What follows belongs to an exercise in optimizing a design on an open flow for small area, a short achievable clock period and few clock cycles per item; a production flow would make more cautious choices.

==> branch quartz <==
// decconv_dec
module decconv_dec (
  input  wire         clk,
  input  wire         rst_n,
  input  wire         start,
  input  wire         w128,
  input  wire [5:0]   prec,
  input  wire [5:0]   scale,
  input  wire [5:0]   tlen,
  input  wire [383:0] tbuf,
  output wire         busy,
  output reg          done,
  output reg  [3:0]   err,
  output reg  [5:0]   pos,
  output reg  [5:0]   ord,
  output reg  [5:0]   lim,
  output reg  [127:0] r
);
  localparam integer LMAX = 48;
  localparam [3:0] E_OK    = 4'd0,
                   E_EMPTY = 4'd1,
                   E_INV   = 4'd2,
                   E_IOVF  = 4'd3,
                   E_FOVF  = 4'd4,
                   E_PARAM = 4'd9;
  reg         busy_r;
  reg         first;       
  reg         flt;         
  reg         exr;         
  reg [191:0] cbuf;        
  reg [5:0]   dotpos;      
  reg [5:0]   s_r;
  reg [5:0]   bud;         
  reg         neg;
  reg [3:0]   pada, padb;  
  reg [3:0]   cpat;        
  reg [3:0]   adja;        
  reg [3:0]   hi;          
  reg [4:0]   hb;          
  reg [3:0]   adjb;        
  reg [5:0]   qr;          
  reg [3:0]   kmod;        
  reg         k10, k11, k12;   
  reg         la, lb;      
  reg [13:0]  chk;         
  reg [5:0]   sp;          
  reg [5:0]   icnt;        
  assign busy = busy_r;
  wire       accept    = start & ~busy_r;
  wire [5:0] pmax      = w128 ? 6'd38 : 6'd9;
  wire       bad_param = (scale > prec) || (prec > pmax) || (tlen > LMAX);
  wire       empty     = (tlen == 6'd0);
  wire       in_neg    = (tbuf[7:0] == 8'h2D);
  reg [48:0]  in_x;        
  reg [48:0]  in_pre;      
  reg [48:0]  in_fo;       
  reg [191:0] in_code;
  reg [5:0]   in_dotpos;
  integer i, k;
  always @* begin
    for (i = 0; i < LMAX; i = i + 1)
      in_x[i] = (i < tlen) ? (tbuf[8*i +: 8] == 8'h2E) : (i == tlen);
    in_x[LMAX] = 1'b1;
    in_pre = {in_x[47:0], 1'b0};
    for (k = 1; k < 64; k = k * 2)
      in_pre = in_pre | (in_pre << k);
    in_fo = in_x & ~in_pre;
    in_dotpos = 6'd0;
    for (i = 0; i <= LMAX; i = i + 1)
      if (in_fo[i]) in_dotpos = in_dotpos | i[5:0];
    for (i = 0; i < LMAX; i = i + 1) begin
      if (i >= tlen || in_fo[i] || (i == 0 && in_neg))
        in_code[4*i +: 4] = 4'd0;
      else if (tbuf[8*i+7 -: 4] == 4'h3 && tbuf[8*i +: 4] <= 4'd9)
        in_code[4*i +: 4] = tbuf[8*i +: 4];
  ...
==> flow/config.mk <==
export PLATFORM = sky130hd
export DESIGN_NAME = decconv_dec
export DESIGN_NICKNAME = decconv_dec
export VERILOG_FILES = /design/flow/design.v
export SDC_FILE = /design/flow/constraint.sdc
export NUM_CORES = 4
export LEC_CHECK = 0
export CAP_MARGIN = 20
export CORE_MARGIN = 2
export CORE_UTILIZATION = 40
export SLEW_MARGIN = 20
==> flow/constraint.sdc <==
create_clock -name core_clock -period 10.0 [get_ports {clk}]
set_input_delay 2.0000 -clock core_clock [delete_from_list [all_inputs] [get_ports {clk}]]
set_output_delay 2.0000 -clock core_clock [all_outputs]
set_load 0.01 [all_outputs]
run.sh (not shown) runs the stock make flow with config.mk's settings and CLKGATE_MAP_FILE= SYNTH_SCRIPT=/design/flow/synth_recipe.tcl, a recipe that flattens the netlist after the stock synthesis.
==> branch raven: changes against branch quartz <==
ABC_CLOCK_PERIOD_IN_PS = 5000   (was not set)
SETUP_SLACK_MARGIN = 4.5   (was not set)
==> notes.md <==
                                                                      branch quartz             branch raven
Clock-cell share of area                                                      3.08%                    3.01%
Endpoint of the worst setup timing path                                          la                       lb
Buffers, non-clock                                                              608                      798
Max-slew headroom at the worst pin                                            21.2%                    22.2%
DPL Wire Length                                                           138000 um                140000 um
Post-layout min period                                                      8140 ps                  6260 ps
Violation count after the first detailed-routing iteration                     3301                     3485
Number of global-route vias before repair                                     41.3k                    42.6k
CP Data Required Time                                                      10420 ps                 10350 ps
Routed length on met2                                                      78700 um                 81800 um
Insertion delay to the later sink of the worst-skew pair                     630 ps                   650 ps
Wire length on met3                                                        10600 um                 10700 um
CP arrival                                                                  8560 ps                  6610 ps
Achievable Freq                                                             123 MHz                  160 MHz
Count of cells resized by post-cts repair                                         0                      331
Start point of the critical path                                            tlen[4]                 tbuf[24]
Cell repeated most along the worst path                                        ha_1                     ha_4
Final cell count without fillers                                               7333                     7529
Cell with the largest stage delay on the worst path                          nor2_1                 nor4bb_4
Run status                                                  complete, no violations  complete, no violations
Final design utilization                                                      48.2%                    51.9%
Placement Setup Slack                                                       1370 ps                  1610 ps
No functional check of the RTL was part of any run of this note.

==> afterwards: timing with drivers on the ports <==
Ports are ideal in the flow. The routed layouts listed here were re-timed in OpenROAD. Step 1: set_driving_cell puts a clkbuf_16 on clk and a buf_2 on each other input, an assumption about the parent block. Step 2 times the ports against the registers' clock, not the clock port: input delays grow and output delays shrink by t, the midpoint of the rising clock arrivals with the driver on. Slacks: no drivers / after step 1 / after step 2; pairs: no drivers / after step 1.
run	t (ns)	slack for setup (ns)	hold WS [ns]	worst register clock-pin slew, ns	pins driven straight from the clock port
branch quartz	0.688	1.861 / 1.878 / 1.191	0.465 / 0.465 / 0.465	0.07 / 0.07	1
branch raven	0.710	3.739 / 3.713 / 3.003	0.468 / 0.468 / 0.468	0.07 / 0.07	1
After both steps setup and hold are still met in every run listed. For branch raven, which loses most, drivers alone change the setup slack by -0.026 ns; drivers and shift together by -0.736 ns.
